What follows belongs to an exercise in optimizing a design on an open flow for a short achievable clock period and few clock cycles per item; a production flow would make more cautious choices. Where RTL was checked, it was by simulation tests only, not by an equivalence proof against the original. The RTL of runs 1, 3 and 4 was laid out without a check of its function. The clock cells of run 6 come from the design's own scripts or RTL, not from TritonCTS. The clock port is modelled as an ideal driver, which makes a skipped or thinned clock tree look cheaper than it is; a real chip needs a root buffer or a tree. Power and IR drop assume default switching activity.

[flow/run.sh]
#!/bin/bash
# synth_recipe.tcl (not shown) runs the flow's synth.tcl, then flattens the netlist and writes it again
# the make line also repeats each setting of config.mk as NAME=value (left out here)
make -C /OpenROAD-flow-scripts/flow DESIGN_CONFIG=/design/flow/config.mk WORK_HOME=/design/flow/orfs CLKGATE_MAP_FILE= SYNTH_SCRIPT=/design/flow/synth_recipe.tcl finish
[flow/config.mk]
export PLATFORM = sky130hd
export DESIGN_NAME = ksih
export DESIGN_NICKNAME = ksih
export VERILOG_FILES = /design/flow/design.v
export SDC_FILE = /design/flow/constraint.sdc
export NUM_CORES = 4
export LEC_CHECK = 0
export ABC_AREA = 1
export CAP_MARGIN = 20
export CORE_MARGIN = 2
export CORE_UTILIZATION = 40
export SETUP_SLACK_MARGIN = 3.5
export SLEW_MARGIN = 20
export SYNTH_HIERARCHICAL = 1
export SYNTH_MINIMUM_KEEP_SIZE = 0
[flow/constraint.sdc]
create_clock -name core_clock -period 5.0 [get_ports {clk}]
set_input_delay 1.0000 -clock core_clock [delete_from_list [all_inputs] [get_ports {clk}]]
set_output_delay 1.0000 -clock core_clock [all_outputs]
set_load 0.01 [all_outputs]
[flow/design.v]
module ksih_keydec (
    input  wire [7:0] addr,
    output reg  [4:0] data
);
    always @(*) begin
        case (addr)
            8'hE7: data = 5'h00;
            8'h77: data = 5'h01;
            8'h7B: data = 5'h02;
            8'h7D: data = 5'h03;
            8'hB7: data = 5'h04;
            8'hBB: data = 5'h05;
            8'hBD: data = 5'h06;
            8'hD7: data = 5'h07;
            8'hDB: data = 5'h08;
            8'hDD: data = 5'h09;
            8'h7E: data = 5'h0A;
            8'hBE: data = 5'h0B;
            8'hDE: data = 5'h0C;
            8'hEE: data = 5'h0D;
            8'hED: data = 5'h0E;
            8'hEB: data = 5'h0F;
            default: data = 5'h10;
        endcase
    end
endmodule
module ksih (
    input  wire        clk,
    input  wire        rst,           
    output wire [3:0]  col_o,         
    input  wire [3:0]  row_i,         
    output wire [4:0]  out_o,         
    output wire        out_we_o,      
    input  wire        edge_i,        
    output wire        irq_o,         
    input  wire        invoke_i,      
    output wire        ret_o,         
    output wire        busy_o,        
    input  wire        hcmd_valid_i,  
    input  wire [10:0] hcmd_i,        
    output wire [7:0]  hrdata_o       
);
    localparam [3:0] PAT0 = 4'b1110, PAT1 = 4'b1101, PAT2 = 4'b1011,
                     PAT3 = 4'b0111;
    localparam [4:0] NOKEY_OUT = 5'h10;
    function [15:0] codes(input [3:0] c);
        case (c)
            PAT0:    codes = 16'hABCD;
            PAT1:    codes = 16'h369E;
            PAT2:    codes = 16'h258F;
            PAT3:    codes = 16'h1470;
            default: codes = 16'h0000;
        endcase
    endfunction
    reg [3:0] col_q;
    reg [4:0] out_q;
    reg       ier_q;
    reg       isr_q;
    reg       irq_q;       
    reg       busy_q;
    reg       early_q;
    reg [3:0] pre_row_q;
    reg [3:0] pre_col_q;
    reg [7:0] hrdata_q;
    reg       out_we_q;
    reg       ret_q;
    reg       busy_oq;
    reg [3:0] col_oq;
    reg [4:0] out_oq;
    wire [4:0] pre_res;
    ksih_keydec u_keydec (
        .addr ({pre_row_q, pre_col_q}),
        .data (pre_res)
    );
    wire        pre_ok   = !pre_res[4] || (pre_col_q == PAT3);
    wire        is_pat0  = (col_q == PAT0);
    wire        last     = (col_q == PAT3);
    wire [3:0]  rot      = {col_q[2:0], col_q[3]};
    wire [3:0]  miss_col = last ? col_q : rot;
    wire        end_pre  = pre_ok && (rot == pre_col_q);
    wire        miss_end = last || end_pre;
    wire [4:0]  miss_res = end_pre ? pre_res : NOKEY_OUT;
    wire [15:0] cur_cr   = codes(col_q);
    wire [3:0]  col_d, col_od, pre_row_d, pre_col_d;
    wire [4:0]  out_d, out_od;
    wire [7:0]  hrdata_d;
    wire ier_d, isr_d, irq_d, busy_d, busy_od, early_d, out_we_d, ret_d;
    wire full = isr_q | edge_i;
    ksih_next_col u_col (
        .rst (rst), .row_i (row_i), .full (full), .invoke_i (invoke_i),
        .hcmd_valid_i (hcmd_valid_i), .hcmd_i (hcmd_i), .busy_q (busy_q),
        .early_q (early_q), .col_q (col_q), .is_pat0 (is_pat0),
        .miss_col (miss_col), .col_d (col_d)
    );
    ksih_next_col u_col_o (
        .rst (rst), .row_i (row_i), .full (full), .invoke_i (invoke_i),
        .hcmd_valid_i (hcmd_valid_i), .hcmd_i (hcmd_i), .busy_q (busy_q),
        .early_q (early_q), .col_q (col_q), .is_pat0 (is_pat0),
        .miss_col (miss_col), .col_d (col_od)
    );
    ksih_next_out u_out (
        .row_i (row_i), .invoke_i (invoke_i), .hcmd_valid_i (hcmd_valid_i),
        .hcmd_i (hcmd_i), .busy_q (busy_q), .early_q (early_q),
        .out_q (out_q), .cur_cr (cur_cr), .miss_res (miss_res),
        .out_d (out_d)
    );
    ksih_next_out u_out_o (
        .row_i (row_i), .invoke_i (invoke_i), .hcmd_valid_i (hcmd_valid_i),
        .hcmd_i (hcmd_i), .busy_q (busy_q), .early_q (early_q),
        .out_q (out_q), .cur_cr (cur_cr), .miss_res (miss_res),
        .out_d (out_od)
    );
    ksih_next_busy u_busy (
        .rst (rst), .row_i (row_i), .invoke_i (invoke_i), .busy_q (busy_q),
        .early_q (early_q), .miss_end (miss_end), .busy_d (busy_d)
    );
    ksih_next_busy u_busy_o (
        .rst (rst), .row_i (row_i), .invoke_i (invoke_i), .busy_q (busy_q),
        .early_q (early_q), .miss_end (miss_end), .busy_d (busy_od)
    );
    ksih_next_ret u_ret (
        .rst (rst), .row_i (row_i), .full (full), .invoke_i (invoke_i),
        .hcmd_valid_i (hcmd_valid_i), .hcmd_i (hcmd_i), .busy_q (busy_q),
        .early_q (early_q), .miss_end (miss_end), .ret_d (ret_d),
        .out_we_d (out_we_d), .early_d (early_d)
    );
    ksih_next_per u_per (
        .rst (rst), .row_i (row_i), .edge_i (edge_i), .invoke_i (invoke_i),
        .hcmd_valid_i (hcmd_valid_i), .hcmd_i (hcmd_i), .busy_q (busy_q),
        .col_q (col_q), .ier_q (ier_q), .isr_q (isr_q), .hrdata_q (hrdata_q),
        .pre_row_q (pre_row_q), .pre_col_q (pre_col_q), .ier_d (ier_d),
        .isr_d (isr_d), .irq_d (irq_d), .hrdata_d (hrdata_d),
        .pre_row_d (pre_row_d), .pre_col_d (pre_col_d)
    );
    always @(posedge clk) begin
        col_q     <= col_d;
        out_q     <= out_d;
        ier_q     <= ier_d;
        isr_q     <= isr_d;
        irq_q     <= irq_d;
        busy_q    <= busy_d;
        early_q   <= early_d;
        pre_row_q <= pre_row_d;
        pre_col_q <= pre_col_d;
        hrdata_q  <= hrdata_d;
        out_we_q  <= out_we_d;
        ret_q     <= ret_d;
        busy_oq   <= busy_od;
        col_oq    <= col_od;
        out_oq    <= out_od;
    end
    assign col_o    = col_oq;
    assign out_o    = out_oq;
    assign out_we_o = out_we_q;
    assign irq_o    = irq_q;
    assign ret_o    = ret_q;
    assign busy_o   = busy_oq;
    assign hrdata_o = hrdata_q;
endmodule
module ksih_next_col (
    input  wire        rst,
    input  wire [3:0]  row_i,
    input  wire        full,
    input  wire        invoke_i,
    input  wire        hcmd_valid_i,
    input  wire [10:0] hcmd_i,
    input  wire        busy_q,
    input  wire        early_q,
    input  wire [3:0]  col_q,
    input  wire        is_pat0,
    input  wire [3:0]  miss_col,
    output reg  [3:0]  col_d
);
    localparam [3:0] PAT0 = 4'b1110, PAT1 = 4'b1101;
    wire [3:0] m   = {row_i == 4'b0111, row_i == 4'b1011,
                      row_i == 4'b1101, row_i == 4'b1110};
    wire       hit = |m;
    always @(*) begin
        col_d = col_q;
        if (rst)
            col_d = 4'b1111;
        else if (busy_q) begin
            if (!early_q && !hit)
                col_d = miss_col;
        end else if (invoke_i) begin
            if (full)
                col_d = (is_pat0 && !hit) ? PAT1 : PAT0;
        end else if (hcmd_valid_i && hcmd_i[10:8] == 3'd0)    
            col_d = hcmd_i[3:0];
    end
endmodule
module ksih_next_out (
    input  wire [3:0]  row_i,
    input  wire        invoke_i,
    input  wire        hcmd_valid_i,
    input  wire [10:0] hcmd_i,
    input  wire        busy_q,
    input  wire        early_q,
    input  wire [4:0]  out_q,
    input  wire [15:0] cur_cr,
    input  wire [4:0]  miss_res,
    output reg  [4:0]  out_d
);
    wire [3:0] m   = {row_i == 4'b0111, row_i == 4'b1011,
                      row_i == 4'b1101, row_i == 4'b1110};
    wire       hit = |m;
    wire [3:0] code = ({4{m[0]}} & cur_cr[3:0])  | ({4{m[1]}} & cur_cr[7:4]) |
                      ({4{m[2]}} & cur_cr[11:8]) | ({4{m[3]}} & cur_cr[15:12]);
    always @(*) begin
        out_d = out_q;
        if (busy_q) begin
            if (!early_q)
                out_d = hit ? {1'b0, code} : miss_res;
        end else if (!invoke_i && hcmd_valid_i && hcmd_i[10:8] == 3'd2)   
            out_d = hcmd_i[4:0];
    end
endmodule
module ksih_next_busy (
    input  wire        rst,
    input  wire [3:0]  row_i,
    input  wire        invoke_i,
    input  wire        busy_q,
    input  wire        early_q,
    input  wire        miss_end,
    output wire        busy_d
);
    wire [3:0] m   = {row_i == 4'b0111, row_i == 4'b1011,
                      row_i == 4'b1101, row_i == 4'b1110};
    wire       hit = |m;
    assign busy_d = !rst && (busy_q ? (!early_q && !hit && !miss_end) : invoke_i);
endmodule
module ksih_next_ret (
    input  wire        rst,
    input  wire [3:0]  row_i,
    input  wire        full,
    input  wire        invoke_i,
    input  wire        hcmd_valid_i,
    input  wire [10:0] hcmd_i,
    input  wire        busy_q,
    input  wire        early_q,
    input  wire        miss_end,
    output wire        ret_d,
    output wire        out_we_d,
    output wire        early_d
);
    wire [3:0] m   = {row_i == 4'b0111, row_i == 4'b1011,
                      row_i == 4'b1101, row_i == 4'b1110};
    wire       hit = |m;
    wire done = hit || miss_end;         
    assign ret_d    = !rst && busy_q && (early_q || done);
    assign out_we_d = !rst && (busy_q ? (!early_q && done)
                                      : (!invoke_i && hcmd_valid_i &&
                                         hcmd_i[10:8] == 3'd2));    
    assign early_d  = busy_q ? early_q : !full;
endmodule
module ksih_next_per (
    input  wire        rst,
    input  wire [3:0]  row_i,
    input  wire        edge_i,
    input  wire        invoke_i,
    input  wire        hcmd_valid_i,
    input  wire [10:0] hcmd_i,
    input  wire        busy_q,
    input  wire [3:0]  col_q,
    input  wire        ier_q,
    input  wire        isr_q,
    input  wire [7:0]  hrdata_q,
    input  wire [3:0]  pre_row_q,
    input  wire [3:0]  pre_col_q,
    output reg         ier_d,
    output reg         isr_d,
    output wire        irq_d,
    output reg  [7:0]  hrdata_d,
    output wire [3:0]  pre_row_d,
    output wire [3:0]  pre_col_d
);
    localparam [2:0] OP_RDCMB = 3'd1, OP_ISTAT = 3'd3, OP_IDIS = 3'd4,
                     OP_ICLR  = 3'd5, OP_IEN   = 3'd6;
    wire [2:0] op  = hcmd_i[10:8];
    wire       a0  = hcmd_i[0];
    wire       full = isr_q | edge_i;
    assign pre_row_d = busy_q ? pre_row_q : row_i;
    assign pre_col_d = busy_q ? pre_col_q : col_q;
    assign irq_d     = ier_d & isr_d;
    always @(*) begin
        ier_d    = ier_q;
        isr_d    = isr_q | edge_i;
        hrdata_d = hrdata_q;
        if (busy_q) ;
        else if (invoke_i) begin
            ier_d = full;
            isr_d = 1'b0;
        end else if (hcmd_valid_i) begin
            case (op)
                OP_RDCMB: hrdata_d = {row_i, col_q};
                OP_ISTAT: hrdata_d = {7'b0, isr_q};
                OP_IDIS:  if (a0) ier_d = 1'b0;
                OP_ICLR:  if (a0) isr_d = edge_i;
                OP_IEN:   if (a0) ier_d = 1'b1;
                default:  ;
            endcase
        end
        if (rst) begin
            ier_d    = 1'b0;
            isr_d    = 1'b0;
            hrdata_d = 8'h00;
        end
    end
endmodule
==> results of run 1 <==
[cell type report]
type / count / share of cell area (%)
Multi-Input combinational cell: 470 / 54.00
Inverter: 115 / 9.677
Timing Repair Buffer: 69 / 15.34
Clock buffer: 5 / 1.276
Clock inverter: 3 / 0.4641
Tap cell: 108 / 2.506
Sequential cell: 42 / 16.73
[kinds of logic (layout without fill, tap and decap cells)]
kind of cell	Yosys count	count (layout)	synth area share, %
buffers and inverters	119	192	12.50
other	1	2	0.1047
AOI/OAI and AO/OA	57	57	8.697
DFF	42	42	23.47
and+or+nand+nor	409	411	55.22
[timing repair]
action | CTS | global route
resized for setup | 314 | 96
cloned | 7 | 0
pin swaps | 59 | 48
setup endpoints to repair | 59 | 54
buffers inserted | 24 | 2
[critical path, stage by stage, from the launching register on]
cell     delay (ns)
dfxtp_4        0.38
inv_2          0.05
nand2_2        0.05
nor2_4         0.19
nand2_2        0.10
nand2_2        0.11
nor2_2         0.06
nand2_2        0.08
nor2_4         0.05
nand2_2        0.06
nand3_4        0.09
buf_12         0.15
nor2_4         0.11
nand3_2        0.10
nand3_2        0.10
nand2_1        0.06
nand2_1        0.05
[routing by layer]
layer  track usage [%]  vias to the layer above  share of wire [%]  routed length, um
li1                  -                     2127                  -                  -
met1             30.94                     1886                 45               5333
met2             40.08                      102                 48               5620
met3             5.461                       33                4.7                551
met4             8.746                        0                2.6                313
met5                 0                        -                  0                  0
[power by group through the flow]
stage	sequential, uW	combinational (uW)	clock, uW
finish	431	489	244
global route	437	540	263
CTS	427	455	252
detailed placement	429	382	0
global placement	429	377	0
floorplan	431	251	0
[Yosys stat by module (local to each module, per instance)]
module          copies in the design  area, um^2  cells inside
ksih_next_out                      2       401.6            89
ksih_next_col                      2       359.1            68
ksih_next_busy                     2       77.57            16
ksih_next_ret                      1       126.4            29
ksih_next_per                      1       399.1            85
ksih_keydec                        1       294.0            68
ksih                               1        1086           100
[layout by cell type, fill, tap and decap left out, types with 10 or more instances in the layout]
master	count
a21oi_1	28
buf_4	21
buf_6	21
dfxtp_1	15
dfxtp_2	16
dfxtp_4	11
inv_1	70
inv_2	33
nand2_1	144
nand2_2	60
nand2_4	23
nand3_1	59
nand3_2	27
nand3b_1	10
nor2_1	28
nor2_4	30
o21ai_0	10
[sequential cells by signal, summed over array words and instances (netlist names), 4 cells and up]
name	flops
col_q	4
out_q	5
hrdata_q	8
out_oq	5
col_oq	4
pre_row_q	4
pre_col_q	4
[how the worst min path moves through the flow]
| stage | startpoint | endpoint | slack, ns | cells past startpoint |
|---|---|---|---|---|
| floorplan | pre_row_q[0] | pre_row_q[0] | 0.46 | 2 |
| global placement | hrdata_q[2] | hrdata_q[2] | 0.45 | 2 |
| detailed placement | hrdata_q[3] | hrdata_q[3] | 0.46 | 2 |
| CTS | hrdata_q[3] | hrdata_q[3] | 0.47 | 2 |
| global route | hrdata_q[3] | hrdata_q[3] | 0.49 | 2 |
| finish | hrdata_q[5] | hrdata_q[5] | 0.47 | 2 |
[metrics by stage]
step	power [uW]	setup WS, ns	hold slack [ns]
after CTS	1133	3.221	0.4749
after global placement	806.0	1.884	0.4541
after global routing	1240	3.049	0.4882
final	1164	3.169	0.4749
after floorplan	682.5	3.307	0.4569
after detailed placement	811.6	1.884	0.4582
==> reports/results.tsv, run 1 <==
stage	metric	value	unit
status	status	no timing/DRC/antenna violations	
synth	yosys_warnings	11	
critical_path	crit_path_start	pre_col_q[3]	
floorplanning	die_h	98.64	um
detailed_routing	drt_iter0_markers	193	
timing	fmax	0.5461	GHz
clock_network	cts_tree	built	
synth	synthFlopType	dfxtp_1	
layout	fillerInstances	764	
layout	seq_area	902.1	um^2
critical_path	critPathLaunchType	flop	
timing	fin_crit	1.831	ns
layout	syn2layout_area_growth	50.51	%
floorplanning	initial_core_util	41.08	%
critical_path	reg2reg_depth	16	
layout	drive_above_1_share	45.31	%
pwr	p_seq_share	37.1	%
synth	syn-instance-count	628	
layout	finalNonFillerCells	812	
timing	maxSlewViolCount	0	
detailed_routing	via_per_inst	5.108	
synth	yosysUniqueCellTypes	31	
timing	setup-violations-final	0	
critical_path	cp_data_required_time	5.27	ns
timing	setup_tns	0	ns
synth	synth_edf_count	0	
pwr	pwr-share-comb	42.0	%
pwr	swShare	41.57	%
floorplanning	dieArea	9729	um^2
grt	grt_max_degree	38	
placed_design	place_congestion	0.8921	
detailed_routing	dr.pass1.iters	4	
synth	synth_top_area_share	23.47	%
pwr	vdd_drop_max	157.1	uV
detailed_routing	post_drt_wl_per_cell	14.55	um
layout	stdcell_area	5391	um^2
clock_network	htreeDepth	2	
timing	hold_viol	0	
synth	yosysTopAreaCell	dfxtp_1	
grt	grt_usage	24.20	%
detailed_routing	wl	11820	um
critical_path	cp_max_fo	5	
clock_network	ctsHoldBuffers	0	
layout	multi_input_area	2912	um^2
grt	antenna_found_initial	0	
placed_design	port_buffers	37	
critical_path	reg2reg_slack	3.17	ns
detailed_routing	remaining_drc_errors	0	
clock_network	cts_root_buf	clkbuf_8	
critical_path	timing.rr.start	pre_col_q[3]	
synth	synthTopCellsByCount	nand2_1, inv_1, nand3_1	
detailed_routing	antenna_left	0	
layout	n_antenna_cell	0	
clock_network	clock_sinks	42	
synth	ys_seq_area_share	23.47	%
floorplanning	io_pins	41	
critical_path	timing.rr.end	out_oq[2]	
floorplanning	coreArea	8721	um^2
grt	grt_first_pass_wirelength	18980	um
critical_path	endpoint_kind	flop	
synth	synth_seq_cells	42	
synth	synth.most_common_cell	nand2_1	
pwr	p_int	680.2	uW
clock_network	clk_latency	0.32	ns
synth	async_reset_ff_share	0	%
timing	timing.final.crit_share	36.62	%
layout	final_util	61.82	%
pwr	switching_power	483.9	uW
grt	grt-ovfl-total	0	
floorplanning	fp-row-count	34	
placed_design	dpl.hpwl	7233	um
grt	first_global_vias	3983	
clock_network	clk_transition_reported_paths	0.10	ns
critical_path	crit_type	flop to flop	
floorplanning	die_x	98.64	um
detailed_routing	num_vias	4148	
clock_network	clockBufferDepth	2	
flow_run	maxCapViolCount	0	
pwr	p_leak	0.002742	uW
timing	rsz0062_at_grt	yes	
pwr	power.density	215.9	nW/um^2
clock_network	cts_made_buffers	5	
critical_path	endpoint	out_oq[2]	
critical_path	critPathArrivalTime	2.10	ns
timing	skew	0.01614	ns
placed_design	dp.cells	771	
synth	postSynthAreaPerCell	5.704	um^2
min_path	hold_class	flop to flop	
layout	finish.net_count	723	
pwr	clkPwrFrac	20.9	%
placed_design	dpl_cell_area	4263	um^2
synth	synth.area.top_cells	dfxtp_1, nand2_1, nand3_1, inv_1, a21oi_1	
synth	syn_area	3582	um^2
==> inputs of run 2 (changes only) <==
--- a/flow/design.v
+++ b/flow/design.v
@@ -63,2 +63,5 @@
     reg [3:0] pre_col_q;
+    reg       first_q;     
+    reg       me_q;
+    reg [4:0] mres_q;
     reg [7:0] hrdata_q;
@@ -74,2 +77,4 @@
     );
+    wire        pre_hit  = (pre_row_q == 4'b1110) || (pre_row_q == 4'b1101) ||
+                           (pre_row_q == 4'b1011) || (pre_row_q == 4'b0111);
     wire        pre_ok   = !pre_res[4] || (pre_col_q == PAT3);
@@ -79,5 +84,9 @@
     wire [3:0]  miss_col = last ? col_q : rot;
-    wire        end_pre  = pre_ok && (rot == pre_col_q);
-    wire        miss_end = last || end_pre;
-    wire [4:0]  miss_res = end_pre ? pre_res : NOKEY_OUT;
+    wire        miss_end = first_q ? ((pre_col_q == PAT1) && pre_hit) : me_q;
+    wire [4:0]  miss_res = first_q ? pre_res : mres_q;
+    wire        nlast    = (miss_col == PAT3);
+    wire        nend_pre = pre_ok && ({miss_col[2:0], miss_col[3]} == pre_col_q);
+    wire        me_d     = nlast || nend_pre;
+    wire [4:0]  mres_d   = nend_pre ? pre_res : NOKEY_OUT;
+    wire        first_d  = !busy_q;
     wire [15:0] cur_cr   = codes(col_q);
@@ -144,2 +153,5 @@
         pre_col_q <= pre_col_d;
+        first_q   <= first_d;
+        me_q      <= me_d;
+        mres_q    <= mres_d;
         hrdata_q  <= hrdata_d;
==> reports/results.tsv, run 2 <==
stage	metric	value	unit	change
status	status	no timing/DRC/antenna violations		unchanged
clock_network	clk_transition_reported_paths	0.10	ns	about the same
critical_path	cpPeakStageDelay	0.37	ns	was 0.38 ns
timing	setup-violations-final	0		unchanged
min_path	hold_class	flop to flop		unchanged
clock_network	cts_root_buf	clkbuf_8		unchanged
detailed_routing	remaining_drc_errors	0		unchanged
synth	synth.most_common_cell	nand2_1		unchanged
synth	ys_seq_area_share	25.58	%	was 23.47%
detailed_routing	num_vias	4264		was 4,148
synth	synth_seq_cells	49		was 42
critical_path	critPathLaunchType	flop		unchanged
synth	synth_top_family_by_area	simple AND/OR/NAND/NOR gates		unchanged
timing	fmax	0.5644	GHz	was 0.5461 GHz
grt	grt_first_pass_wirelength	18590	um	was 18,980 um
floorplanning	die_x	101.9	um	was 98.64 um
timing	maxSlewViolCount	0		unchanged
timing	rsz0062_at_grt	yes		unchanged
placed_design	dp.cells	820		was 771
detailed_routing	via_per_inst	4.975		was 5.108
placed_design	dpl.hpwl	7633	um	was 7233 um
clock_network	clockBufferDepth	2		unchanged
layout	top_register	hrdata_q		unchanged
critical_path	crit_type	flop to primary output		was flop to flop
synth	syn_area	3835	um^2	was 3582 um^2
grt	antenna_found_initial	0		unchanged
synth	postSynthAreaPerCell	5.846	um^2	was 5.704 um^2
detailed_routing	antenna_left	0		unchanged
grt	first_global_vias	3988		was 3,983
critical_path	cpMaxStageDelayCell	dfxtp_2		was dfxtp_4
floorplanning	io_pins	41		unchanged
critical_path	cp_cell_sequence	buf_6		was inv_2, nand2_2, nor2_4, nand2_2, nand2_2, nor2_2, nand2_2, nor2_4, nand2_2, nand3_4, buf_12, nor2_4, nand3_2, nand3_2, nand2_1, nand2_1
timing	setup_tns	0	ns	unchanged
placed_design	port_buffers	37		unchanged
placed_design	place_congestion	0.9086		was 0.8921
synth	syn-instance-count	656		was 628
floorplanning	coreArea	9284	um^2	was 8721 um^2
synth	synth-xor-area-share	0.4568	%	was 0%
grt	grt_max_degree	36		was 38
layout	syn2layout_area_growth	47.44	%	was 50.51%
synth	synthTopCellsByCount	nand2_1, inv_1, nand3_1		unchanged
timing	relSlewSlack	44.20	%	
timing	timing.final.crit_share	35.44	%	was 36.62%
critical_path	endpoint_kind	primary output		was flop
detailed_routing	post_drt_wl_per_cell	13.71	um	was 14.55 um
critical_path	cpLargestDelayFamily	flip-flops		was simple AND/OR/NAND/NOR gates
synth	yosysTopAreaCell	dfxtp_1		unchanged
pwr	power.density	220.6	nW/um^2	was 215.9 nW/um^2
timing	tightest_slew	0.8359	ns	
layout	n_antenna_cell	0		unchanged
pwr	p_leak	0.002803	uW	was 0.002742 uW
detailed_routing	dr.pass1.iters	5		was 4
critical_path	cp_max_fo	2		was 5
floorplanning	initial_core_util	41.31	%	was 41.08%
floorplanning	fp-row-count	35		was 34
clock_network	clock_sinks	49		was 42
synth	synth_edf_count	0		unchanged
synth	synth_top_area_share	25.58	%	was 23.47%
timing	hold_viol	0		unchanged
clock_network	clk_latency	0.30	ns	was 0.32 ns
flow_run	maxCapViolCount	0		unchanged
grt	grt_usage	22.34	%	was 24.20%
synth	async_reset_ff_share	0	%	unchanged
clock_network	htreeDepth	2		unchanged
layout	finalNonFillerCells	857		was 812
synth	yosysUniqueCellTypes	34		was 31
critical_path	cp_data_required_time	4.00	ns	was 5.27 ns
layout	layout_common_cells	nand2_1, inv_1, nand2_2		unchanged
critical_path	crit_buf_inv	1		was 2
timing	fin_crit	1.772	ns	was 1.831 ns
layout	finish.net_count	747		was 723
synth	synth_fa_ha_area_share	0	%	unchanged
layout	largest_reg_flops	8		unchanged
clock_network	cts_made_buffers	5		unchanged
floorplanning	die_h	101.9	um	was 98.64 um
detailed_routing	wl	11750	um	was 11,820 um
floorplanning	dieArea	10390	um^2	was 9729 um^2
synth	synthSimpleGateAreaFrac	52.33	%	was 55.22%
synth	synth-compound-area-share	9.462	%	was 8.697%
layout	fillerInstances	869		was 764
detailed_routing	drt_iter0_markers	183		was 193
timing	skew	0.007555	ns	was 0.01614 ns
synth	synth.area.top_cells	dfxtp_1, nand2_1, nand3_1, inv_1, nor2_1		was dfxtp_1, nand2_1, nand3_1, inv_1, a21oi_1
pwr	vdd_drop_max	168.4	uV	was 157.1 uV
layout	drive_above_1_share	43.27	%	was 45.31%
clock_network	cts_tree	built		unchanged
synth	synthMuxAreaShare	0	%	unchanged
clock_network	ctsHoldBuffers	0		unchanged
grt	grt-ovfl-total	0		unchanged
layout	multi_input_area	3129	um^2	was 2912 um^2
synth	synthFlopType	dfxtp_1		unchanged
layout	seq_area	1042	um^2	was 902.1 um^2
critical_path	critPathArrivalTime	0.77	ns	was 2.10 ns
layout	layout_commonest_cell	nand2_1		unchanged
synth	yosys_warnings	11		unchanged
## run 2: power breakdown
group          internal, uW  switching [uW]
clock                   100             142
sequential              441            49.5
combinational           201             314
## run 2: cell type report
| type | instances | area share (%) |
|---|---|---|
| Multi-Input combinational cell | 486 | 55.34 |
| Inverter | 118 | 9.006 |
| Clock inverter | 2 | 0.2434 |
| Clock buffer | 6 | 1.283 |
| Timing Repair inverter | 2 | 0.2655 |
| Sequential cell | 49 | 18.43 |
| Timing Repair Buffer | 65 | 12.57 |
| Tap cell | 129 | 2.855 |
## run 2: tightest hold or removal path, cell delays in order, from the launching register on
cell and delay (ns):
dfxtp_2 0.34, nand2_2 0.05, a21oi_2 0.04
## run 2: stage by stage
stage	worst slack (ns)	area [um^2]	util, %	power [uW]	hold slack [ns]
2_1_floorplan	3.306	4021	-	755.9	0.4804
3_3_place_gp	1.962	4547	48.98	883.9	0.4519
3_5_place_dp	1.909	4547	48.98	892.7	0.4582
4_1_cts	3.229	5096	54.89	1176	0.4692
5_1_grt	3.169	5654	60.90	1340	0.4883
6_report	3.228	5654	60.90	1248	0.4639
## run 2: what timing repair did
item / in CTS / in global routing
setup endpoints to repair: 65 / 59
resized for setup: 290 / 125
gates cloned: 4 / 1
pin swaps: 51 / 64
setup buffers: 13 / 11
## run 2: Yosys stat by module, one instance, submodules excluded
module | copies in the design | flops+latches
ksih_next_ret | 1 | 0
ksih_next_busy | 2 | 0
ksih_next_per | 1 | 0
ksih_keydec | 1 | 0
ksih_next_col | 2 | 0
ksih | 1 | 49
ksih_next_out | 2 | 0
## run 2: cell families (layout without fill, tap and decap cells)
group           count (synthesis)  in the layout
compound gates                 66             66
xor+xnor                        2              2
buf+inv                       123            193
flops                          49             49
other cells                     1              2
simple gates                  415            416
## run 2: per-layer routing
layer	global-route usage, %	vias up	routed length (um)
li1	-	2212	-
met1	29.71	1927	5224
met2	36.99	97	5779
met4	7.897	0	330
met3	3.283	28	414
met5	0	-	0
## run 2: path summary, 6_finish.rpt
check | end | cells after the start | from | slack, ns
worst max register to register | out_oq[3] | 13 | pre_col_q[0] | 3.35
worst min-delay path | hrdata_q[2] | 2 | hrdata_q[2] | 0.46
worst min register to register | hrdata_q[2] | 2 | hrdata_q[2] | 0.46
worst max-delay path | hrdata_o[3] | 1 | hrdata_q[3] | 3.23
Testbench counts of run 2, summed over its fixed seeds: cycles 10,537, runs 3,200.
==> inputs of run 3 (changes only) <==
--- a/flow/design.v
+++ b/flow/design.v
@@ -69,2 +69,3 @@
     reg       ret_q;
+    reg [7:0] hrdata_oq;
     reg       busy_oq;
@@ -94,3 +95,3 @@
     wire [4:0]  out_d, out_od;
-    wire [7:0]  hrdata_d;
+    wire [7:0]  hrdata_d, hrdata_od;
     wire ier_d, isr_d, irq_d, busy_d, busy_od, early_d, out_we_d, ret_d;
@@ -143,2 +144,10 @@
     );
+    ksih_next_per u_per_o (
+        .rst (rst), .row_i (row_i), .edge_i (edge_i), .invoke_i (invoke_i),
+        .hcmd_valid_i (hcmd_valid_i), .hcmd_i (hcmd_i), .busy_q (busy_q),
+        .col_q (col_q), .ier_q (ier_q), .isr_q (isr_q), .hrdata_q (hrdata_q),
+        .pre_row_q (pre_row_q), .pre_col_q (pre_col_q), .ier_d (),
+        .isr_d (), .irq_d (), .hrdata_d (hrdata_od),
+        .pre_row_d (), .pre_col_d ()
+    );
     always @(posedge clk) begin
@@ -159,2 +168,3 @@
         ret_q     <= ret_d;
+        hrdata_oq <= hrdata_od;
         busy_oq   <= busy_od;
@@ -169,3 +179,3 @@
     assign busy_o   = busy_oq;
-    assign hrdata_o = hrdata_q;
+    assign hrdata_o = hrdata_oq;
 endmodule
==> reports/results.tsv, run 3 <==
stage	metric	value	unit	change
timing	maxSlewViolCount	0		unchanged
clock_network	cts_made_buffers	9		was 5
synth	syn_area	4229	um^2	was 3835 um^2
pwr	power.density	253.0	nW/um^2	was 220.6 nW/um^2
floorplanning	initial_core_util	41.15	%	was 41.31%
layout	top_regs	hrdata_oq (8), hrdata_q (8)		
placed_design	dpl.hpwl	8203	um	was 7633 um
floorplanning	die_h	106.8	um	was 101.9 um
clock_network	cts_tree	built		unchanged
detailed_routing	drt_iter0_markers	236		was 183
layout	n_antenna_cell	0		unchanged
critical_path	crit_buf_inv	3		was 1
flow_run	maxCapViolCount	0		unchanged
timing	skew	0.004742	ns	was 0.007555 ns
pwr	switching_power	580.3	uW	was 505.2 uW
detailed_routing	post_drt_wl_per_cell	14.10	um	was 13.71 um
clock_network	cts_root_buf	clkbuf_8		unchanged
floorplanning	io_pins	41		unchanged
timing	setup_ws	3.226	ns	was 3.228 ns
critical_path	critPathLaunchType	input port		was flop
floorplanning	fp-row-count	37		was 35
layout	drive_above_1_share	43.89	%	was 43.27%
grt	grt_usage	22.51	%	was 22.34%
grt	grt-ovfl-total	0		unchanged
timing	rsz0062_at_grt	yes		unchanged
clock_network	clk_latency	0.34	ns	was 0.30 ns
detailed_routing	dr.pass1.iters	5		unchanged
critical_path	crit_type	input port to flop		was flop to primary output
clock_network	clock_sinks	57		was 49
timing	tightest_slew	0.8079	ns	was 0.8359 ns
critical_path	endpoint_kind	flop		was primary output
clock_network	clockBufferDepth	2		unchanged
layout	syn2layout_area_growth	49.11	%	was 47.44%
floorplanning	coreArea	10280	um^2	was 9284 um^2
pwr	pwr-share-comb	34.2	%	was 41.3%
timing	fmax	0.5636	GHz	was 0.5644 GHz
placed_design	place_congestion	0.8844		was 0.9086
placed_design	port_buffers	37		unchanged
detailed_routing	antenna_left	0		unchanged
floorplanning	die_x	106.8	um	was 101.9 um
detailed_routing	via_per_inst	5.070		was 4.975
pwr	p_int	1015	uW	was 742.3 uW
pwr	swShare	36.37	%	was 40.50%
floorplanning	dieArea	11410	um^2	was 10,390 um^2
pwr	vdd_drop_max	246.5	uV	was 168.4 uV
critical_path	reg2reg_slack	3.37	ns	was 3.35 ns
placed_design	pre_cts_slack	1.867	ns	was 1.909 ns
timing	setup_tns	0	ns	unchanged
detailed_routing	remaining_drc_errors	0		unchanged
layout	layout_common_cells	nand2_1, inv_1, nand2_2		unchanged
critical_path	cpLargestDelayFamily	simple AND/OR/NAND/NOR gates		was flip-flops
critical_path	crit_path_frequent_cell	nand2_1		
timing	timing.final.crit_share	35.49	%	was 35.44%
min_path	hold_class	flop to flop		unchanged
synth	yosys_warnings	11		unchanged
synth	postSynthAreaPerCell	6.024	um^2	was 5.846 um^2
clock_network	htreeDepth	3		was 2
grt	antenna_found_initial	0		unchanged
pwr	clkPwrFrac	30.9	%	was 19.4%
detailed_routing	num_vias	4675		was 4,264
critical_path	cpMaxStageDelayCell	buf_16		was dfxtp_2
clock_network	ctsHoldBuffers	0		unchanged
timing	fin_crit	1.774	ns	was 1.772 ns
status	status	no timing/DRC/antenna violations		unchanged
pwr	p_leak	0.003061	uW	was 0.002803 uW
critical_path	critPathArrivalTime	2.00	ns	was 0.77 ns
clock_network	clk_transition_reported_paths	0.07	ns	was 0.10 ns
grt	grt_max_degree	32		was 36
critical_path	cpPeakStageDelay	0.16	ns	was 0.37 ns
timing	relSlewSlack	46.07	%	was 44.20%
grt	grt_first_pass_wirelength	20610	um	was 18,590 um
pwr	p_seq_share	35.0	%	was 39.3%
timing	hold_viol	0		unchanged
grt	first_global_vias	4408		was 3,988
critical_path	cp_cell_sequence	buf_12, buf_16, nand2_8, clkinvlp_4, nand3_2, nand2_1, nor2_1, nand3_1, nand2_1, nand2_1		was buf_6
critical_path	cp_max_fo	6		was 2
detailed_routing	wl	13000	um	was 11,750 um
critical_path	cp_data_required_time	5.23	ns	was 4.00 ns
timing	setup-violations-final	0		unchanged
layout	finish.net_count	801		was 747
synth	syn-instance-count	702		was 656
layout	layout_commonest_cell	nand2_1		unchanged
==> run 3: cell count changes in the layout (fill, tap and decap cells not counted), moves of 5 or more <==
| cell | change |
|---|---|
| buf_4 | +8 |
| inv_2 | +10 |
| clkbuf_8 | +5 |
| dfxtp_1 | +10 |
| nand3_4 | +5 |
| nand3_2 | -7 |
| nand2_4 | +6 |
| inv_1 | -6 |
| nand2_1 | +13 |
| nor2_1 | +5 |
| buf_6 | -5 |
| a21oi_2 | +5 |
==> run 3: what timing repair did <==
action | in CTS | in global routing
setup endpoints to repair | 73 | 67
buffers inserted | 12 | 16
pin swaps | 61 | 80
cloned | 3 | 3
resized for setup | 298 | 120
==> run 3: path summary, 6_finish.rpt <==
path | start | to | cells after the start
min reg2reg | hrdata_q[4] | hrdata_q[4] | 2
max | row_i[3] | out_oq[2] | 10
max reg2reg | pre_col_q[3] | out_oq[3] | 12
min | hrdata_q[4] | hrdata_q[4] | 2
==> run 3: per-stage QoR <==
| stage | area, um^2 | hold slack, ns | power [uW] | util [%] | std cells |
|---|---|---|---|---|---|
| 2_1_floorplan | 4446 | 0.4410 | 840.9 | - | 703 |
| 3_3_place_gp | 4976 | 0.4495 | 973.4 | 48.42 | 872 |
| 3_5_place_dp | 4976 | 0.4570 | 983.6 | 48.42 | 872 |
| 4_1_cts | 5665 | 0.4659 | 1537 | 55.13 | 903 |
| 5_1_grt | 6306 | 0.4849 | 1683 | 61.36 | 922 |
| 6_report | 6306 | 0.4664 | 1596 | 61.36 | 922 |
==> run 3: final cells by class <==
| class | count | area (um^2) |
|---|---|---|
| inverter | 123 | 558.0 |
| timing repair buffer | 70 | 773.2 |
| fill | 945 | 3971 |
| tap | 136 | 170.2 |
| timing repair inverter | 2 | 15.01 |
| clock inverter | 5 | 78.83 |
| sequential | 57 | 1200 |
| clock buffer | 11 | 141.4 |
| multi-input combinational | 518 | 3369 |
==> run 3: worst register-to-register path, stage by stage (launching register included) <==
cell and delay [ns]:
dfxtp_4 0.38, nand2_2 0.10, nor2_4 0.18, nand2_2 0.08
nand2_2 0.08, nor2_4 0.04, nand2_2 0.09, inv_1 0.08
o21ai_2 0.22, nand3_1 0.12, nand3_1 0.10, nand2_1 0.05
nand2_1 0.05
==> run 3: metal layers <==
| metal | track usage [%] | wire length, um |
|---|---|---|
| met5 | 0 | 0 |
| met4 | 8.534 | 422 |
| met3 | 4.802 | 536 |
| met2 | 38.99 | 6517 |
| met1 | 27.27 | 5520 |
==> run 3: power by group through the flow <==
stage | clock, uW | sequential (uW) | combinational, uW
after floorplan | 0 | 562 | 279
after global placement | 0 | 562 | 411
after detailed placement | 0 | 564 | 420
after CTS | 501 | 559 | 477
after global routing | 518 | 564 | 601
final | 492 | 558 | 546
==> inputs of run 4 (changes only) <==
--- a/flow/config.mk
+++ b/flow/config.mk
@@ -10,3 +10,4 @@
 export CORE_MARGIN = 2
-export CORE_UTILIZATION = 40
+export CORE_UTILIZATION = 60
+export PLACE_DENSITY = 0.8
 export SETUP_SLACK_MARGIN = 3.5
==> reports/results.tsv, run 4 <==
stage	metric	value	unit	change
pwr	finalPower	1680	uW	was 1596 uW
critical_path	endpoint_kind	flop		unchanged
pwr	vdd_drop_max	314.7	uV	was 246.5 uV
grt	grt_first_pass_wirelength	22430	um	was 20,610 um
layout	top_regs	hrdata_oq (8), hrdata_q (8)		unchanged
min_path	hold_class	flop to flop		unchanged
detailed_routing	post_drt_wl_per_cell	21.90	um	was 14.10 um
layout	finish.net_count	795		was 801
timing	maxSlewViolCount	0		unchanged
detailed_routing	remaining_drc_errors	0		unchanged
clock_network	clockBufferDepth	2		unchanged
placed_design	port_buffers	37		unchanged
grt	grt_max_degree	38		was 32
synth	syn_area	4229	um^2	unchanged
grt	first_global_vias	4886		was 4,408
layout	multi_input_area	3493	um^2	was 3369 um^2
critical_path	cp_data_required_time	5.23	ns	about the same
status	status	no timing/DRC/antenna violations		unchanged
grt	grt-ovfl-total	0		unchanged
min_path	whs_endpoint	hrdata_oq[1]		was hrdata_q[4]
timing	hold_ws	0.4841	ns	was 0.4664 ns
critical_path	cp_max_fo	19		was 6
grt	grt_usage	37.51	%	was 22.51%
critical_path	timing.rr.start	pre_col_q[1]		was pre_col_q[3]
layout	finalNonFillerCells	876		was 922
detailed_routing	via_per_inst	6.589		was 5.070
placed_design	dp.cells	832		was 872
layout	syn2layout_area_growth	48.67	%	was 49.11%
layout	seq_area	1205	um^2	was 1200 um^2
synth	postSynthAreaPerCell	6.024	um^2	unchanged
timing	timing.final.crit_share	37.93	%	was 35.49%
min_path	hp-start	hrdata_q[1]		was hrdata_q[4]
min_path	min_path_cells	2		unchanged
floorplanning	io_pins	41		unchanged
placed_design	dpl.hpwl	8283	um	was 8203 um
clock_network	cts_made_buffers	9		unchanged
floorplanning	die_h	87.96	um	was 106.8 um
critical_path	critPathLaunchType	input port		unchanged
timing	tightest_slew	0.5123	ns	was 0.8079 ns
timing	rsz0062_at_grt	yes		unchanged
layout	fillerInstances	242		was 945
detailed_routing	wl	19190	um	was 13,000 um
layout	layout_common_cells	nand2_1, inv_1, nand2_2		unchanged
clock_network	ctsHoldBuffers	0		unchanged
critical_path	critPathArrivalTime	2.13	ns	was 2.00 ns
grt	antenna_found_initial	0		unchanged
timing	fin_crit	1.897	ns	was 1.774 ns
floorplanning	initial_core_util	62.25	%	was 41.15%
timing	setup_tns	0	ns	unchanged
layout	drive_above_1_share	46.92	%	was 43.89%
clock_network	cts_root_buf	clkbuf_8		unchanged
pwr	power.density	267.2	nW/um^2	was 253.0 nW/um^2
clock_network	htreeDepth	3		unchanged
synth	yosys_warnings	11		unchanged
floorplanning	coreArea	6794	um^2	was 10,280 um^2
critical_path	timing.rr.end	out_oq[4]		was out_oq[3]
layout	final_util	92.54	%	was 61.36%
clock_network	cts_tree	built		unchanged
flow_run	maxCapViolCount	0		unchanged
pwr	p_leak	0.003047	uW	was 0.003061 uW
critical_path	reg2reg_slack	3.23	ns	was 3.37 ns
detailed_routing	drt_iter0_markers	785		was 236
timing	hold_viol	0		unchanged
timing	skew	0.009267	ns	was 0.004742 ns
timing	fmax	0.5273	GHz	was 0.5636 GHz
layout	layout_commonest_cell	nand2_1		unchanged
clock_network	clk_latency	0.36	ns	was 0.34 ns
timing	relSlewSlack	65.85	%	was 46.07%
detailed_routing	num_vias	5772		was 4,675
floorplanning	dieArea	7736	um^2	was 11,410 um^2
timing	setup-violations-final	0		unchanged
placed_design	place_congestion	0.8996		was 0.8844
critical_path	crit_type	input port to flop		unchanged
synth	syn-instance-count	702		unchanged
clock_network	clock_sinks	57		unchanged
layout	n_antenna_cell	0		unchanged
detailed_routing	antenna_left	0		unchanged
detailed_routing	dr.pass1.iters	6		was 5
floorplanning	die_x	87.96	um	was 106.8 um
floorplanning	fp-row-count	30		was 37
clock_network	clk_transition_reported_paths	0.07	ns	about the same
critical_path	reg2reg_depth	12		unchanged
run 4: how the worst max path moves through the flow:
stage / end / startpoint / slack (ns)
after floorplan: col_oq[0] / edge_i / 3.30
after global placement: col_oq[1] / row_i[3] / 1.94
after detailed placement: col_oq[1] / row_i[3] / 1.89
after CTS: col_o[3] / col_oq[3] / 3.21
after global routing: col_q[0] / row_i[0] / 3.03
final: col_q[0] / row_i[0] / 3.10
run 4: final cells by class:
class                   count  share of cell area [%]
clock buffers              10                   2.030
multi-input cells         519                   55.56
repair inverters            2                  0.2388
flip-flops and latches     57                   19.16
inverters                 123                   8.637
repair buffers             63                   11.14
well taps                  96                   1.910
clock inverters             6                   1.313
run 4: timing repair:
| action | in CTS | in global routing |
|---|---|---|
| resized for setup | 319 | 134 |
| setup endpoints to repair | 72 | 67 |
| gates cloned | 4 | 0 |
| pin swaps | 86 | 67 |
| setup buffers | 19 | 5 |
run 4: metrics by stage:
stage	instance area, um^2	setup WS [ns]
2_1_floorplan	4446	3.305
3_3_place_gp	4926	1.944
3_5_place_dp	4926	1.889
4_1_cts	5746	3.209
5_1_grt	6287	3.025
6_report	6287	3.103
run 4: critical path, cell delays in order:
cell and delay, ns:
buf_12 0.16, nand2_1 0.23, nand2_2 0.16, nand2_4 0.07
nand2_8 0.10, nand3b_1 0.16, nand3_2 0.13, nand3_2 0.09
run 4: per-layer routing:
layer  wire [um]  GRT usage (%)
met5           0              0
met4        1976          21.26
met3        2219          8.200
met2        8772          65.56
met1        6218          42.00
run 4: where the power goes:
part / total (uW) / leakage (uW) / switching, uW / internal, uW
sequential: 568 / 0.000476 / 59.7 / 508
clock: 484 / 0.000106 / 206 / 278
combinational: 628 / 0.00246 / 409 / 219
total: 1680 / 0.00305 / 675 / 1000
==> inputs of run 5 (changes only) <==
--- a/flow/design.v
+++ b/flow/design.v
@@ -69,6 +69,4 @@
     reg       ret_q;
-    reg [7:0] hrdata_oq;
     reg       busy_oq;
     reg [3:0] col_oq;
-    reg [4:0] out_oq;
     wire [4:0] pre_res;
@@ -94,4 +92,4 @@
     wire [3:0]  col_d, col_od, pre_row_d, pre_col_d;
-    wire [4:0]  out_d, out_od;
-    wire [7:0]  hrdata_d, hrdata_od;
+    wire [4:0]  out_d;
+    wire [7:0]  hrdata_d;
     wire ier_d, isr_d, irq_d, busy_d, busy_od, early_d, out_we_d, ret_d;
@@ -116,8 +114,2 @@
     );
-    ksih_next_out u_out_o (
-        .row_i (row_i), .invoke_i (invoke_i), .hcmd_valid_i (hcmd_valid_i),
-        .hcmd_i (hcmd_i), .busy_q (busy_q), .early_q (early_q),
-        .out_q (out_q), .cur_cr (cur_cr), .miss_res (miss_res),
-        .out_d (out_od)
-    );
     ksih_next_busy u_busy (
@@ -144,10 +136,2 @@
     );
-    ksih_next_per u_per_o (
-        .rst (rst), .row_i (row_i), .edge_i (edge_i), .invoke_i (invoke_i),
-        .hcmd_valid_i (hcmd_valid_i), .hcmd_i (hcmd_i), .busy_q (busy_q),
-        .col_q (col_q), .ier_q (ier_q), .isr_q (isr_q), .hrdata_q (hrdata_q),
-        .pre_row_q (pre_row_q), .pre_col_q (pre_col_q), .ier_d (),
-        .isr_d (), .irq_d (), .hrdata_d (hrdata_od),
-        .pre_row_d (), .pre_col_d ()
-    );
     always @(posedge clk) begin
@@ -168,9 +152,7 @@
         ret_q     <= ret_d;
-        hrdata_oq <= hrdata_od;
         busy_oq   <= busy_od;
         col_oq    <= col_od;
-        out_oq    <= out_od;
     end
     assign col_o    = col_oq;
-    assign out_o    = out_oq;
+    assign out_o    = out_q;
     assign out_we_o = out_we_q;
@@ -179,3 +161,3 @@
     assign busy_o   = busy_oq;
-    assign hrdata_o = hrdata_oq;
+    assign hrdata_o = hrdata_q;
 endmodule
--- a/flow/config.mk
+++ b/flow/config.mk
@@ -10,4 +10,3 @@
 export CORE_MARGIN = 2
-export CORE_UTILIZATION = 60
-export PLACE_DENSITY = 0.8
+export CORE_UTILIZATION = 40
 export SETUP_SLACK_MARGIN = 3.5
==> reports/results.tsv, run 5 <==
stage	metric	value	unit	change
status	status	no timing/DRC/antenna violations		unchanged
timing	tightest_slew	0.6710	ns	was 0.5123 ns
grt	grt-ovfl-total	0		unchanged
clock_network	clk_transition_reported_paths	0.09	ns	was 0.07 ns
placed_design	place_congestion	0.8322		was 0.8996
detailed_routing	antenna_left	0		unchanged
clock_network	clk_latency	0.31	ns	was 0.36 ns
detailed_routing	remaining_drc_errors	0		unchanged
critical_path	cpLargestDelayFamily	flip-flops		was simple AND/OR/NAND/NOR gates
timing	fin_crit	1.782	ns	was 1.897 ns
grt	grt_first_pass_wirelength	15700	um	was 22,430 um
detailed_routing	drt_iter0_markers	155		was 785
layout	multi_input_area	2651	um^2	was 3493 um^2
timing	timing.final.crit_share	35.64	%	was 37.93%
synth	yosysUniqueCellTypes	37		
critical_path	crit_type	flop to primary output		was input port to flop
detailed_routing	via_per_inst	4.981		was 6.589
clock_network	ctsHoldBuffers	0		unchanged
floorplanning	die_x	95.63	um	was 87.96 um
floorplanning	initial_core_util	41.08	%	was 62.25%
floorplanning	fp-row-count	33		was 30
timing	fmax	0.5611	GHz	was 0.5273 GHz
critical_path	crit_buf_inv	1		unchanged
timing	setup_tns	0	ns	unchanged
critical_path	critPathLaunchType	flop		was input port
critical_path	reg2reg_slack	3.43	ns	was 3.23 ns
timing	hold_viol	0		unchanged
layout	layout_common_cells	nand2_1, inv_1, nand2_2		unchanged
clock_network	clockBufferDepth	2		unchanged
floorplanning	coreArea	8175	um^2	was 6794 um^2
synth	ys_seq_area_share	26.23	%	
synth	yosys_warnings	11		unchanged
critical_path	timing.rr.end	out_q[4]		was out_oq[4]
critical_path	cp_max_fo	2		was 19
synth	async_reset_ff_share	0	%	
layout	top_register	hrdata_q		
detailed_routing	wl	10140	um	was 19,190 um
min_path	hold_class	flop to flop		unchanged
grt	first_global_vias	3366		was 4,886
layout	largest_reg_flops	8		
floorplanning	dieArea	9144	um^2	was 7736 um^2
critical_path	critPathArrivalTime	0.78	ns	was 2.13 ns
critical_path	endpoint_kind	primary output		was flop
flow_run	maxCapViolCount	0		unchanged
synth	synth_top_area_share	26.23	%	
clock_network	cts_made_buffers	5		was 9
placed_design	port_buffers	37		unchanged
clock_network	htreeDepth	2		was 3
floorplanning	io_pins	41		unchanged
pwr	vdd_drop_max	142.2	uV	was 314.7 uV
synth	synthFlopType	dfxtp_1		
synth	syn_area	3358	um^2	was 4229 um^2
clock_network	cts_root_buf	clkbuf_8		unchanged
synth	syn-instance-count	562		was 702
layout	layout_commonest_cell	nand2_1		unchanged
synth	synth.most_common_cell	nand2_1		
layout	drive_above_1_share	49.84	%	was 46.92%
placed_design	dpl.hpwl	6266	um	was 8283 um
grt	grt_usage	22.08	%	was 37.51%
layout	finish.net_count	661		was 795
clock_network	clock_sinks	44		was 57
detailed_routing	num_vias	3721		was 5,772
synth	synthTopCellsByCount	nand2_1, inv_1, nand3_1		
layout	n_antenna_cell	0		unchanged
layout	syn2layout_area_growth	52.57	%	was 48.67%
synth	synth_seq_cells	44		
layout	stdcell_area	5124	um^2	was 6287 um^2
critical_path	cpPeakStageDelay	0.36	ns	was 0.23 ns
synth	postSynthAreaPerCell	5.975	um^2	was 6.024 um^2
critical_path	cp_data_required_time	4.00	ns	was 5.23 ns
layout	top_regs	hrdata_q (8), mres_q (5), out_q (5)		was hrdata_oq (8), hrdata_q (8)
synth	yosysTopAreaCell	dfxtp_1		
detailed_routing	post_drt_wl_per_cell	13.57	um	was 21.90 um
synth	synth.area.top_cells	dfxtp_1, nand2_1, inv_1, nand3_1, nor2_1		
timing	maxSlewViolCount	0		unchanged
timing	skew	0.008487	ns	was 0.009267 ns
placed_design	dpl_cell_area	3941	um^2	was 4926 um^2
floorplanning	die_h	95.63	um	was 87.96 um
clock_network	cts_tree	built		unchanged
synth	synth_edf_count	0		
min_path	whs_endpoint	hrdata_q[1]		was hrdata_oq[1]
detailed_routing	dr.pass1.iters	4		was 6
critical_path	cp_cell_sequence	buf_6		was buf_12, nand2_1, nand2_2, nand2_4, nand2_8, nand3b_1, nand3_2, nand3_2
critical_path	cpMaxStageDelayCell	dfxtp_2		was nand2_1
grt	grt_max_degree	28		was 38
timing	relSlewSlack	55.20	%	was 65.85%
layout	fillerInstances	741		was 242
grt	antenna_found_initial	0		unchanged
pwr	p_leak	0.002520	uW	was 0.003047 uW
min_path	hp-start	hrdata_q[1]		unchanged
timing	rsz0062_at_grt	yes		unchanged
timing	setup-violations-final	0		unchanged
layout	seq_area	948.4	um^2	was 1205 um^2
critical_path	reg2reg_depth	12		unchanged
critical_path	timing.rr.start	pre_col_q[1]		unchanged
pwr	power.density	236.2	nW/um^2	was 267.2 nW/um^2
min_path	min_path_cells	2		unchanged
run 5: cell types whose count changed in the layout (fill, tap and decap cells not counted), sizes merged, moves of 3 or more:
cell	before	now
nand4	11	8
clkbuf	11	6
dfxtp	57	44
clkinv	6	2
buf	58	70
nand3	88	65
nand2	246	206
inv	119	101
nor2	73	57
a21oi	43	26
o21ai	23	16
run 5: per-module statistics from Yosys (local to each module, per instance):
module / cells / flops+latches / area, um^2
ksih_next_col: 68 / 0 / 359.1
ksih_next_busy: 16 / 0 / 77.57
ksih_next_ret: 29 / 0 / 126.4
ksih: 123 / 44 / 1264
ksih_keydec: 68 / 0 / 294.0
ksih_next_out: 89 / 0 / 401.6
ksih_next_per: 85 / 0 / 399.1
run 5: timing repair:
item / in CTS / in global routing
pin swaps: 65 / 62
endpoints found under the setup margin: 59 / 54
setup buffers: 24 / 10
gates resized for setup: 336 / 88
cloned: 5 / 0
run 5: worst max-delay path by stage:
stage / end / start / cells past startpoint / slack (ns)
finish: hrdata_o[3] / hrdata_q[3] / 1 / 3.22
global route: hrdata_o[3] / hrdata_q[3] / 1 / 3.19
CTS: hrdata_o[3] / hrdata_q[3] / 1 / 3.22
detailed placement: col_q[1] / row_i[3] / 10 / 2.10
global placement: out_q[1] / row_i[3] / 8 / 2.15
floorplan: col_oq[0] / edge_i / 7 / 3.31
run 5: metal layers:
| metal | share of wire (%) | track usage [%] | up-vias |
|---|---|---|---|
| li1 | - | - | 1922 |
| met1 | 47 | 29.91 | 1701 |
| met2 | 48 | 35.78 | 80 |
| met3 | 4.0 | 3.953 | 18 |
| met4 | 1.8 | 6.429 | 0 |
| met5 | 0 | 0 | - |
run 5: cells by family after synthesis:
group,share of synthesized area [%]
flip-flops,26.23
buffers and inverters,12.26
other,0.1117
XOR/XNOR,0.5217
AO/OA/AOI/OAI,8.309
AND/OR/NAND/NOR,52.57
run 5: per-stage QoR:
| step | worst slack [ns] | util (%) | instances | hold slack, ns | power (uW) |
|---|---|---|---|---|---|
| 6_report | 3.218 | 62.67 | 747 | 0.4784 | 1210 |
| 3_3_place_gp | 2.146 | 48.21 | 700 | 0.4551 | 767.4 |
| 5_1_grt | 3.194 | 62.67 | 747 | 0.5023 | 1282 |
| 3_5_place_dp | 2.101 | 48.21 | 700 | 0.4583 | 773.8 |
| 4_1_cts | 3.220 | 58.45 | 737 | 0.4780 | 1164 |
| 2_1_floorplan | 3.306 | - | 562 | 0.4804 | 657.4 |
run 5: where the power goes:
group / internal (uW) / total (uW) / switching [uW]
Combinational: 210 / 484 / 273
Sequential: 392 / 436 / 44.0
Clock: 151 / 291 / 140
run 5: cell type report:
type	instances	share of cell area, %
timing repair buffer	75	16.24
clock buffer	5	1.343
sequential	44	18.51
multi-input combinational	411	51.75
timing repair inverter	1	0.1465
clock inverter	3	0.9035
inverter	103	8.547
tap	105	2.564
Testbench counts of run 5, summed over its fixed seeds: cycles 10,537, runs 3,200.
==> inputs of run 6 (changes only) <==
==> flow/flow/run.sh (new file) <==
#!/bin/bash
# Layout flow: the standard ORFS flow, except that the clock tree that
# CTS builds is replaced by a few clock buffers, one level deep
# (see post_cts.tcl). Each tool's output goes to a log file of its own
# under orfs/logs (ORFS's own logs), and this script's output to flow.log.
set -euo pipefail
export POST_CTS_TCL="$PWD/flow/post_cts.tcl"
bash standard.sh finish > flow.log 2>&1 || { tail -50 flow.log; exit 1; }
tail -5 flow.log
==> flow/flow/post_cts.tcl (new file) <==
# Replace the clock tree by a few clkbuf_16 that the clock port drives,
# each driving the clock pins of a group of nearby registers.
set block [ord::get_db_block]
set db [ord::get_db]
set clk_net [[$block findBTerm clk] getNet]
set old_insts {}
set old_nets {}
foreach inst [$block getInsts] {
  set n [$inst getName]
  if {[string match "clkbuf_*" $n] || [string match "clkload*" $n]} {
    lappend old_insts $inst
    foreach it [$inst getITerms] {
      set net [$it getNet]
      if {$net != "NULL" && $net != $clk_net && [lsearch $old_nets $net] < 0} {
        lappend old_nets $net
      }
    }
  }
}
# clock pins of the registers
set sinks {}
set sx 0
set sy 0
foreach inst [$block getInsts] {
  if {[[$inst getMaster] isSequential]} {
    set it [$inst findITerm CLK]
    if {$it != "NULL"} {
      lappend sinks $it
      set box [$inst getBBox]
      incr sx [expr {([$box xMin] + [$box xMax]) / 2}]
      incr sy [expr {([$box yMin] + [$box yMax]) / 2}]
    }
  }
}
puts "post_cts: [llength $old_insts] clock tree cells removed, [llength $sinks] register clock pins"
foreach it $sinks { $it disconnect }
foreach inst $old_insts { odb::dbInst_destroy $inst }
foreach net $old_nets { if {[llength [$net getITerms]] == 0} { odb::dbNet_destroy $net } }
# Split the registers into groups by position, one clkbuf_16 each, so that
# each buffer drives few enough clock pins to keep their slew low.
set nbuf 3
set items {}
foreach it $sinks {
  set box [[$it getInst] getBBox]
  lappend items [list [expr {([$box xMin] + [$box xMax]) / 2}] [expr {([$box yMin] + [$box yMax]) / 2}] $it]
}
set items [lsort -integer -index 0 $items]
set n [llength $items]
for {set k 0} {$k < $nbuf} {incr k} {
  set lo [expr {$k * $n / $nbuf}]
  set hi [expr {($k + 1) * $n / $nbuf - 1}]
  set grp [lrange $items $lo $hi]
  set root_net [odb::dbNet_create $block clknet_root_$k]
  $root_net setSigType CLOCK
  set buf [odb::dbInst_create $block [$db findMaster sky130_fd_sc_hd__clkbuf_16] clkbuf_root_$k]
  [$buf findITerm A] connect $clk_net
  [$buf findITerm X] connect $root_net
  set gx 0
  set gy 0
  foreach e $grp {
    [lindex $e 2] connect $root_net
    incr gx [lindex $e 0]
    incr gy [lindex $e 1]
  }
  set m [llength $grp]
  $buf setLocation [expr {$gx / $m}] [expr {$gy / $m}]
  $buf setPlacementStatus PLACED
}
detailed_placement
check_placement -verbose
estimate_parasitics -placement
report_clock_latency
repair_timing_helper
detailed_placement
check_placement -verbose
estimate_parasitics -placement
report_clock_latency
report_worst_slack -max
report_worst_slack -min
==> flow/standard.sh (new file) <==
#!/bin/bash
# synth_recipe.tcl (not shown) runs the flow's synth.tcl, then flattens the netlist and writes it again
# the make line also repeats each setting of config.mk as NAME=value (left out here)
make -C /OpenROAD-flow-scripts/flow DESIGN_CONFIG=/design/flow/config.mk WORK_HOME=/design/flow/orfs CLKGATE_MAP_FILE= SYNTH_SCRIPT=/design/flow/synth_recipe.tcl "${@:-finish}"
removed: flow/run.sh
==> reports/results.tsv, run 6 <==
stage	metric	value	unit	change
clock_network	clk_latency	0.14	ns	was 0.31 ns
pwr	power.density	220.2	nW/um^2	was 236.2 nW/um^2
grt	use_met1	30.48	%	was 29.91%
synth	yosysTopAreaCell	dfxtp_1		unchanged
pwr	p_leak	0.002520	uW	about the same
layout	top_regs	hrdata_q (8), mres_q (5), out_q (5)		unchanged
detailed_routing	num_vias	3709		was 3,721
detailed_routing	via_per_inst	4.999		was 4.981
synth	postSynthAreaPerCell	5.975	um^2	unchanged
pwr	switching_power	412.2	uW	was 457.4 uW
synth	async_reset_ff_share	0	%	unchanged
timing	relSlewSlack	56.16	%	was 55.20%
critical_path	timing.rr.end	out_q[4]		unchanged
timing	fmax	0.5581	GHz	was 0.5611 GHz
placed_design	dpl_cell_area	3941	um^2	unchanged
layout	drive_above_1_share	48.67	%	was 49.84%
flow_run	maxCapViolCount	0		unchanged
critical_path	reg2reg_slack	3.37	ns	was 3.43 ns
timing	skew	0.008161	ns	was 0.008487 ns
detailed_routing	wl	10180	um	was 10,140 um
critical_path	reg2reg_depth	12		unchanged
synth	syn-instance-count	562		unchanged
detailed_routing	antenna_left	0		unchanged
min_path	hold_class	flop to flop		unchanged
pwr	vdd_drop_max	215.0	uV	was 142.2 uV
floorplanning	dieArea	9144	um^2	unchanged
grt	gr-max-usage-layer	met2		unchanged
timing	setup_tns	0	ns	unchanged
layout	top_register	hrdata_q		unchanged
floorplanning	die_x	95.63	um	unchanged
critical_path	cp_max_fo	8		was 2
critical_path	critPathLaunchType	input port		was flop
synth	yosysUniqueCellTypes	37		unchanged
layout	n_antenna_cell	0		unchanged
critical_path	critPathArrivalTime	1.82	ns	was 0.78 ns
grt	grtUsageMet3	3.715	%	was 3.953%
min_path	hp-start	hrdata_q[1]		unchanged
layout	layout_commonest_cell	nand2_1		unchanged
layout	final_util	61.98	%	was 62.67%
pwr	p_int	703.7	uW	was 753.0 uW
detailed_routing	post_drt_wl_per_cell	13.72	um	was 13.57 um
timing	rsz0062_at_grt	yes		unchanged
timing	hold_ws	0.4762	ns	was 0.4784 ns
clock_network	clk_transition_reported_paths	0.07	ns	was 0.09 ns
pwr	clkPwrFrac	18.7	%	was 24.0%
detailed_routing	drt_iter0_markers	161		was 155
grt	grt_usage	22.18	%	was 22.08%
critical_path	cp_data_required_time	5.03	ns	was 4.00 ns
critical_path	crit_path_frequent_cell	nand2_1		
critical_path	cpPeakStageDelay	0.14	ns	was 0.36 ns
timing	fin_crit	1.792	ns	was 1.782 ns
critical_path	cpMaxStageDelayCell	buf_16		was dfxtp_2
floorplanning	coreArea	8175	um^2	unchanged
synth	synth_edf_count	0		unchanged
grt	grt_max_degree	28		unchanged
synth	ys_seq_area_share	26.23	%	unchanged
grt	grt-ovfl-total	0		unchanged
detailed_routing	dr.pass1.iters	4		unchanged
critical_path	endpoint	out_q[0]		was hrdata_o[3]
floorplanning	die_h	95.63	um	unchanged
floorplanning	fp-row-count	33		unchanged
synth	syn_area	3358	um^2	unchanged
critical_path	crit_path_start	row_i[3]		was hrdata_q[3]
pwr	p_seq_share	39.2	%	was 36.0%
layout	finish.net_count	659		was 661
grt	first_global_vias	3373		was 3,366
timing	maxSlewViolCount	0		unchanged
synth	synth_top_area_share	26.23	%	unchanged
layout	stdcell_area	5067	um^2	was 5124 um^2
pwr	pwr-share-comb	42.1	%	was 40.0%
placed_design	dpl.hpwl	6266	um	unchanged
grt	grt_first_pass_wirelength	15990	um	was 15,700 um
critical_path	endpoint_kind	flop		was primary output
synth	synth.area.top_cells	dfxtp_1, nand2_1, inv_1, nand3_1, nor2_1		unchanged
status	status	no timing/DRC/antenna violations		unchanged
layout	largest_reg_flops	8		unchanged
floorplanning	initial_core_util	41.08	%	unchanged
clock_network	clock_sinks	44		unchanged
synth	synthFlopType	dfxtp_1		unchanged
placed_design	port_buffers	37		unchanged
synth	synth_seq_cells	44		unchanged
critical_path	timing.rr.start	pre_row_q[1]		was pre_col_q[1]
critical_path	cp_cell_sequence	buf_16, nand2_8, clkinvlp_4, nand3_2, nand2_1, nor2_2, nand3_2, nand2_1, nand2_1		was buf_6
detailed_routing	remaining_drc_errors	0		unchanged
floorplanning	io_pins	41		unchanged
timing	tightest_slew	0.6567	ns	was 0.6710 ns
layout	layout_common_cells	nand2_1, inv_1, nand2_2		unchanged
synth	synth.most_common_cell	nand2_1		unchanged
grt	antenna_found_initial	0		unchanged
timing	setup-violations-final	0		unchanged
synth	yosys_warnings	11		unchanged
placed_design	place_congestion	0.8322		unchanged
pwr	swShare	36.94	%	was 37.79%
layout	syn2layout_area_growth	50.89	%	was 52.57%
synth	synthTopCellsByCount	nand2_1, inv_1, nand3_1		unchanged
timing	hold_viol	0		unchanged
grt	grtUsageMet2	37.30	%	was 35.78%
timing	timing.final.crit_share	35.83	%	was 35.64%
critical_path	crit_type	input port to flop		was flop to primary output
run 6: cell counts after synthesis:
No cell type changed its count.
run 6: worst min path at each step:
stage / slack [ns] / depth (start not counted) / endpoint
6_report: 0.48 / 2 / hrdata_q[1]
3_5_place_dp: 0.46 / 2 / hrdata_q[6]
3_3_place_gp: 0.46 / 2 / hrdata_q[6]
2_1_floorplan: 0.48 / 2 / pre_row_q[0]
5_1_grt: 0.50 / 2 / hrdata_q[1]
run 6: cell type report:
cell class	instances	area, um^2
fillers	750	3108
multi-input cells	411	2629
flip-flops and latches	44	947.2
plain buffers	3	75.07
repair inverters	1	7.507
inverters	103	432.9
well taps	105	131.4
repair buffers	75	844.6
run 6: cells by family (layout without fill, tap and decap cells):
group / after synthesis / count (layout) / share of synthesized area (%)
simple gates: 357 / 358 / 52.57
buf+inv: 108 / 182 / 12.26
compound gates: 50 / 50 / 8.309
flops: 44 / 44 / 26.23
xor+xnor: 2 / 2 / 0.5217
other cells: 1 / 1 / 0.1117
run 6: power groups by stage:
stage | sequential (uW) | clock (uW) | combinational, uW
2_1_floorplan | 437 | 0 | 221
3_3_place_gp | 437 | 0 | 331
3_5_place_dp | 437 | 0 | 337
5_1_grt | 442 | 225 | 516
6_report | 437 | 209 | 470
run 6: per-layer routing:
metal	vias up	routed length (um)
li1	1916	-
met1	1709	4659
met2	78	4962
met3	6	499
met4	0	58
met5	-	0
run 6: Yosys stat by module, one instance, submodules excluded:
module,area (um^2),flops+latches
ksih,1264,44
ksih_next_out,401.6,0
ksih_next_per,399.1,0
ksih_next_col,359.1,0
ksih_keydec,294.0,0
ksih_next_ret,126.4,0
ksih_next_busy,77.57,0
run 6: stage by stage:
stage / worst slack (ns) / instances / total power, uW
2_1_floorplan: 3.306 / 562 / 657.4
3_3_place_gp: 2.146 / 700 / 767.4
3_5_place_dp: 2.101 / 700 / 773.8
5_1_grt: 3.161 / 742 / 1184
6_report: 3.208 / 742 / 1116
run 6: critical path, delay by kind of cell:
kind	cells	cell delay, ns
and+or+nand+nor	7	0.53
buffers and inverters	2	0.27

[static timing again, ports no longer ideal]
How much do the figures lean on ideal ports? The routed layouts below were timed once more, with nothing changed but the port constraints.
Step 1 (the two cells are an assumption about what drives the block):
set clk [get_ports {clk}]
set_driving_cell -lib_cell sky130_fd_sc_hd__clkbuf_16 $clk
set_driving_cell -lib_cell sky130_fd_sc_hd__buf_2 [delete_from_list [all_inputs] $clk]
Step 2 also shifts input and output timing later by t, the mid clock arrival at the registers, as if the neighbouring blocks saw the same clock.
a / b / c = ideal ports / drivers / drivers and shift; a / b = the first two.
| run | t, ns | setup slack, ns | worst register clock-pin slew, ns |
|---|---|---|---|
| run 1 | 0.347 | 3.169 / 3.169 / 2.876 | 0.10 / 0.10 |
| run 2 | 0.330 | 3.228 / 3.198 / 2.887 | 0.10 / 0.10 |
| run 3 | 0.364 | 3.226 / 3.197 / 2.843 | 0.07 / 0.07 |
| run 4 | 0.387 | 3.103 / 3.071 / 2.684 | 0.07 / 0.07 |
| run 5 | 0.340 | 3.218 / 3.187 / 2.967 | 0.09 / 0.09 |
| run 6 | 0.198 | 3.208 / 3.150 / 2.952 | 0.07 / 0.07 |
After both steps every run listed still meets setup and hold. For run 4, which loses most, drivers alone change the setup slack by -0.032 ns; drivers and shift together by -0.419 ns.
